Background: an optimization exercise with open tools, aiming at small area. Do not read the settings as production practice. Where RTL was checked, it was by simulation tests only, not by an equivalence proof against the original. No driver is modelled on the clock port, so clocking that relies on it looks cheaper here than on a real chip. No activity file was given, so power comes from the tool's default toggle rates.

Setup of the reference run:
// wmr928_fsc
module wmr928_fsc (
    input  wire         clk,
    input  wire         rst,           
    input  wire         in_valid,
    input  wire [7:0]   in_data,
    input  wire [1:0]   in_fail,       
    output wire         in_ready,
    output wire [2:0]   o_state,
    output wire [1:0]   o_err,
    output wire [7:0]   o_dev,
    output wire [3:0]   o_len,
    output wire [3:0]   o_cnt,
    output wire [7:0]   o_acc,
    output wire [103:0] o_fb,          
    output wire         o_sync,
    output wire         o_frame_ok,
    output wire         o_cksum_fail,
    output wire         o_nop,
    output wire         o_unk_skip,
    output wire         o_fatal,
    output wire         o_low_batt,
    output wire [10:0]  o_wind_dir,
    output wire [14:0]  o_wind_gust_c,
    output wire         o_rain_rate_over,
    output wire         o_rain_total_over,
    output wire         o_rain_yest_over,
    output wire [7:0]   o_minute,
    input  wire [7:0]   bcd_in,
    output wire [7:0]   bcd_out
);
Size in the first run: ~390 cells after synthesis, ~130 flip-flops, about 210 I/O pins, roughly 0.0064 mm2 of cells after synthesis.
==> flow/config.mk <==
export PLATFORM = sky130hd
export DESIGN_NAME = wmr928_fsc
export DESIGN_NICKNAME = wmr928_fsc
export VERILOG_FILES = /design/flow/design.v
export SDC_FILE = /design/flow/constraint.sdc
export NUM_CORES = 4
export LEC_CHECK = 0
export CAP_MARGIN = 20
export CORE_MARGIN = 2
export CORE_UTILIZATION = 40
export SLEW_MARGIN = 20
export SYNTH_HIERARCHICAL = 1
==> flow/constraint.sdc <==
create_clock -name core_clock -period 7.0 [get_ports {clk}]
set_input_delay 1.4000 -clock core_clock [delete_from_list [all_inputs] [get_ports {clk}]]
set_output_delay 1.4000 -clock core_clock [all_outputs]
set_load 0.01 [all_outputs]
standard.sh (not shown) runs the stock make flow with config.mk's settings and CLKGATE_MAP_FILE= SYNTH_SCRIPT=/design/flow/synth_recipe.tcl, a recipe that flattens the netlist after the stock synthesis.
==> flow/flow/run.sh <==
#!/bin/bash
# Standard ORFS layout with the smallest buffer cell on the ports and a
# clock tree of fewer, larger leaf clusters.
set -euo pipefail
bash standard.sh "BUFFER_PORTS_ARGS=-buffer_cell sky130_fd_sc_hd__buf_1" \
  "CTS_ARGS=-sink_clustering_enable -repair_clock_nets -dont_use_dummy_load -buf_list sky130_fd_sc_hd__clkbuf_8 -sink_clustering_size 30" \
  finish > standard.log 2>&1
What the trial run does differently from the reference run at the input level:
==> flow/flow/run.sh <==
#!/bin/bash
# Standard ORFS layout with the smallest buffer cell on the ports and a
# clock tree of clkbuf_4 cells without dummy loads.
set -euo pipefail
bash standard.sh "BUFFER_PORTS_ARGS=-buffer_cell sky130_fd_sc_hd__buf_1" \
  "CTS_ARGS=-repair_clock_nets -dont_use_dummy_load -buf_list sky130_fd_sc_hd__clkbuf_4" \
  finish > standard.log 2>&1
-- flow/config.mk --
<<< the reference run, line 8
>>> the trial run, line 8
export ABC_AREA = 1
[summary]
Looking at the reports, the trial run completed the entire flow and the layout it produced met the timing, design-rule and antenna checks.
The trial run leaves less setup margin than the reference run.
Re total internal power: the trial run and the reference run aren't equal, and the lower value belongs to the trial run.
STATUS total power: the trial run wins against the reference run
On count of multi-input combinational gates: between the trial run and the reference run, it ends up lower for the reference run.
The trial run against the reference run: total routed wirelength climbed about 0.6%, global-route usage +0.43 points, initial detailed-routing violation count now larger.
Of the trial run and the reference run, the run reporting the lower switching power total was the trial run.
Re top fanout value on the critical path: the trial run is 2 down on the reference run.
No run of this note included a check of the RTL's function; only the layout flow was run.

---

wmr928_fsc, a different RTL version from the one above (not shown whole).
For scale: about 130 flip-flops, roughly 210 I/O pins, ~6400 um2 of cells after synthesis.
clock: 7.0 ns
lec_check: 0
cap_margin: 20
core_margin: 2
core_utilization: 40
slew_margin: 20
synth_hierarchical: 1
==> flow/flow/run.sh <==
#!/bin/bash
# Standard ORFS layout with the smallest buffer cell on the ports (buf_4 on
# high-fanout inputs), a clock tree of clkbuf_4 cells without dummy loads,
# and power (area) recovery on paths with positive slack.
set -euo pipefail
here=$(pwd)
bash standard.sh "BUFFER_PORTS_ARGS=-buffer_cell sky130_fd_sc_hd__buf_1" \
  "POST_GLOBAL_PLACE_TCL=$here/flow/post_gp.tcl" \
  "CTS_ARGS=-repair_clock_nets -dont_use_dummy_load -buf_list sky130_fd_sc_hd__clkbuf_4" \
  "RECOVER_POWER=100" \
  finish > standard.log 2>&1
==> flow/flow/post_gp.tcl <==
# Upsize the input port buffers that drive many loads, so that the resizer
# does not have to add a second buffer behind them.
foreach inst [get_cells input*] {
  set out [get_pins -of_objects $inst -filter "direction == output"]
  set net [get_nets -of_objects $out]
  set nload [expr {[llength [get_pins -of_objects $net]] - 1}]
  if { $nload > 8 } {
    puts "post_gp: [get_full_name $inst] drives $nload loads, using buf_4"
    replace_cell $inst sky130_fd_sc_hd__buf_4
  }
}
==> next run, changes <==
==> flow/flow/run.sh (replaced) <==
#!/bin/bash
# Standard ORFS layout with the smallest buffer cell on the ports and a
# clock tree of clkbuf_4 cells without dummy loads.
set -euo pipefail
bash standard.sh "BUFFER_PORTS_ARGS=-buffer_cell sky130_fd_sc_hd__buf_1" \
  "CTS_ARGS=-repair_clock_nets -dont_use_dummy_load -buf_list sky130_fd_sc_hd__clkbuf_4" \
  "RECOVER_POWER=100" \
  finish > standard.log 2>&1
--- a/flow/config.mk
+++ b/flow/config.mk
@@ -8 +8 @@
-export CAP_MARGIN = 20
+export CAP_MARGIN = 0
@@ -10,2 +10,3 @@
-export CORE_UTILIZATION = 40
-export SLEW_MARGIN = 20
+export CORE_UTILIZATION = 65
+export PLACE_DENSITY = 0.75
+export SLEW_MARGIN = 0
removed: flow/flow/post_gp.tcl
After rerunning: The new run completed without violations. Clock power shrinks slightly. Worst setup slack gets worse by 0.018 ns. Hold slack is better by 0.015 ns. Via count came out lower slightly. Power drops slightly. Fmax hardly moves. Die area fell by well over a third.
==> next run, changes <==
--- a/flow/config.mk
+++ b/flow/config.mk
@@ -8 +8 @@
-export CAP_MARGIN = 0
+export CAP_MARGIN = 20
@@ -10,3 +10,2 @@
-export CORE_UTILIZATION = 65
-export PLACE_DENSITY = 0.75
-export SLEW_MARGIN = 0
+export CORE_UTILIZATION = 40
+export SLEW_MARGIN = 20
Effect: Combinational power goes up by about 1%. Utilization goes down by 28 points. Final cell count goes up by 12%. Clock power goes up by about 3%. Hold slack got worse by 0.015 ns. Synthesized area stays the same. Routed wire length goes up by 10%. Synthesized cell count is unchanged. Clock skew goes up by 0.0069 ns. Via count goes up by 1.6%.
==> next run, changes <==
--- a/flow/flow/run.sh
+++ b/flow/flow/run.sh
@@ -7 +6,0 @@
-  "RECOVER_POWER=100" \
=> Design area went up by 0.84%. Utilization went up by 0.38 points. Worst setup slack improves by 0.0035 ns. Synthesized cell count does not change. Flip-flop and latch count does not change. Total power barely changes. Worst hold slack is about the same.

---

wmr928_fsc again, from the RTL that the note above started with.
Design wmr928_fsc, start of the top module:
module wmr928_fsc (
    input  wire         clk,
    input  wire         rst,           
    input  wire         in_valid,
    input  wire [7:0]   in_data,
    input  wire [1:0]   in_fail,       
    output wire         in_ready,
    output wire [2:0]   o_state,
    output wire [1:0]   o_err,
    output wire [7:0]   o_dev,
    output wire [3:0]   o_len,
    output wire [3:0]   o_cnt,
    output wire [7:0]   o_acc,
    output wire [103:0] o_fb,          
    output wire         o_sync,
    output wire         o_frame_ok,
    output wire         o_cksum_fail,
    output wire         o_nop,
    output wire         o_unk_skip,
    output wire         o_fatal,
    output wire         o_low_batt,
    output wire [10:0]  o_wind_dir,
    output wire [14:0]  o_wind_gust_c,
    output wire         o_rain_rate_over,
    output wire         o_rain_total_over,
    output wire         o_rain_yest_over,
    output wire [7:0]   o_minute,
    input  wire [7:0]   bcd_in,
    output wire [7:0]   bcd_out
);
==> flow/config.mk <==
export PLATFORM = sky130hd
export DESIGN_NAME = wmr928_fsc
export DESIGN_NICKNAME = wmr928_fsc
export VERILOG_FILES = /design/flow/design.v
export SDC_FILE = /design/flow/constraint.sdc
export NUM_CORES = 4
export LEC_CHECK = 0
export CAP_MARGIN = 20
export CORE_MARGIN = 2
export CORE_UTILIZATION = 40
export SLEW_MARGIN = 20
export SYNTH_HIERARCHICAL = 1
==> flow/constraint.sdc <==
create_clock -name core_clock -period 7.0 [get_ports {clk}]
set_input_delay 1.4000 -clock core_clock [delete_from_list [all_inputs] [get_ports {clk}]]
set_output_delay 1.4000 -clock core_clock [all_outputs]
set_load 0.01 [all_outputs]
==> flow/flow/run.sh <==
#!/bin/bash
# Standard ORFS layout with: the smallest buffer cell on the ports; a clock
# tree of clkbuf_4 cells without dummy loads (clkbuf_8 where the sink slew
# is high); power (area) recovery on paths with positive slack, followed by
# a design repair so no slew or capacitance violation is left.
set -euo pipefail
here=$(pwd)
bash standard.sh "BUFFER_PORTS_ARGS=-buffer_cell sky130_fd_sc_hd__buf_1" \
  "CTS_ARGS=-repair_clock_nets -dont_use_dummy_load -buf_list sky130_fd_sc_hd__clkbuf_4" \
  "POST_CTS_TCL=$here/flow/post_cts.tcl" \
  "RECOVER_POWER=100" \
  "POST_GLOBAL_ROUTE_TCL=$here/flow/post_grt.tcl" \
  finish > standard.log 2>&1
==> flow/flow/post_cts.tcl <==
# Upsize clock buffers whose estimated sink slew is high, so the slew at the
# flip-flop clock pins stays well inside the limit after routing.
estimate_parasitics -placement
set upsized 0
foreach inst [get_cells -hierarchical *] {
  set ref [get_property $inst ref_name]
  if { $ref != "sky130_fd_sc_hd__clkbuf_4" } { continue }
  set out [get_pins -of_objects $inst -filter "direction == output"]
  set worst 0.0
  foreach p [get_pins -of_objects [get_nets -of_objects $out] -filter "direction == input"] {
    set s [get_property $p slew_max]
    if { $s > $worst } { set worst $s }
  }
  if { $worst > 0.090 } {
    replace_cell $inst sky130_fd_sc_hd__clkbuf_8
    incr upsized
  }
}
puts "post_cts: upsized $upsized clock buffers"
if { $upsized > 0 } {
  detailed_placement
  estimate_parasitics -placement
}
==> flow/flow/post_grt.tcl <==
# Power recovery runs after the last design repair of global routing; repair
# any slew or capacitance violations it left before detailed routing.
global_route -start_incremental
estimate_parasitics -global_routing
repair_design -slew_margin 20 -cap_margin 20
detailed_placement
global_route -end_incremental
estimate_parasitics -global_routing
Change:
==> flow/flow/run.sh (replaced) <==
#!/bin/bash
# Standard ORFS layout with the smallest buffer cell on the ports and a
# clock tree of clkbuf_4 cells without dummy loads.
set -euo pipefail
bash standard.sh "BUFFER_PORTS_ARGS=-buffer_cell sky130_fd_sc_hd__buf_1" \
  "CTS_ARGS=-repair_clock_nets -dont_use_dummy_load -buf_list sky130_fd_sc_hd__clkbuf_4" \
  "RECOVER_POWER=100" \
  finish > standard.log 2>&1
--- a/flow/config.mk
+++ b/flow/config.mk
@@ -6,7 +6,8 @@
 export NUM_CORES = 4
 export LEC_CHECK = 0
-export CAP_MARGIN = 20
+export CAP_MARGIN = 0
 export CORE_MARGIN = 2
 export CORE_UTILIZATION = 40
-export SLEW_MARGIN = 20
+export GPL_ROUTABILITY_DRIVEN = 0
+export SLEW_MARGIN = 0
 export SYNTH_HIERARCHICAL = 1
removed: flow/flow/post_cts.tcl
removed: flow/flow/post_grt.tcl
Final area went down by 0.80%.
Synthesized area does not change.
Final cell count does not change.
Sequential share of layout area came out higher by 0.44 points.
Hold slack is better by 0.011 ns.
Synthesized cell count is unchanged.
Power decreases by 3.8%.
Fmax shrinks by 1.5%.
Critical path depth does not change.
Change:
--- a/flow/config.mk
+++ b/flow/config.mk
@@ -8,6 +8,5 @@
 export CAP_MARGIN = 0
 export CORE_MARGIN = 2
-export CORE_UTILIZATION = 40
-export GPL_ROUTABILITY_DRIVEN = 0
+export CORE_UTILIZATION = 55
 export SLEW_MARGIN = 0
 export SYNTH_HIERARCHICAL = 1
What happened:
- The changed run finished clean
- core utilization climbs by 17 points
- global-route usage climbs by 4.3 points
- setup slack improved by 0.030 ns
- synthesized area does not change
- power shrinks by 0.85%
- via count drops by 1.5%
- design area decreases by 1.3%
- count of clock-buffer cells in the layout stays the same

re-timing with driven ports:
In the flow no input, the clock included, has a driving cell. The finished layouts below were timed again as built, in two steps.
Step 1 assumes that a clkbuf_16 drives the clock port and a buf_2 every other input.
Step 2, shift: input delay + t, output delay - t, t = (earliest + latest rising clock arrival at the registers) / 2. This alone moves slack from input paths to output paths.
Three values: no drivers, after step 1, after step 2; two values: the first two.
run	t, ns	setup slack, ns	hold slack, ns	pins driven straight from the clock port
the reference run	0.461	0.189 / 0.153 / 0.614	0.523 / 0.523 / 0.523	1
the trial run	0.548	0.148 / 0.115 / 0.663	0.525 / 0.525 / 0.525	1
the first run of note 2	0.528	0.973 / 0.941 / 1.399	0.507 / 0.507 / 0.507	1
the second run of note 2	0.504	0.955 / 0.923 / 1.378	0.522 / 0.522 / 0.522	1
the third run of note 2	0.546	0.970 / 0.938 / 1.364	0.507 / 0.507 / 0.507	1
the fourth run of note 2	0.542	0.974 / 0.942 / 1.382	0.506 / 0.506 / 0.506	1
the first run of note 3	0.446	1.059 / 1.025 / 1.342	0.502 / 0.502 / 0.502	1
the second run of note 3	0.547	0.968 / 0.936 / 1.360	0.513 / 0.513 / 0.513	1
the third run of note 3	0.500	0.998 / 0.968 / 1.390	0.517 / 0.517 / 0.517	1
After both steps every run listed still meets setup and hold.
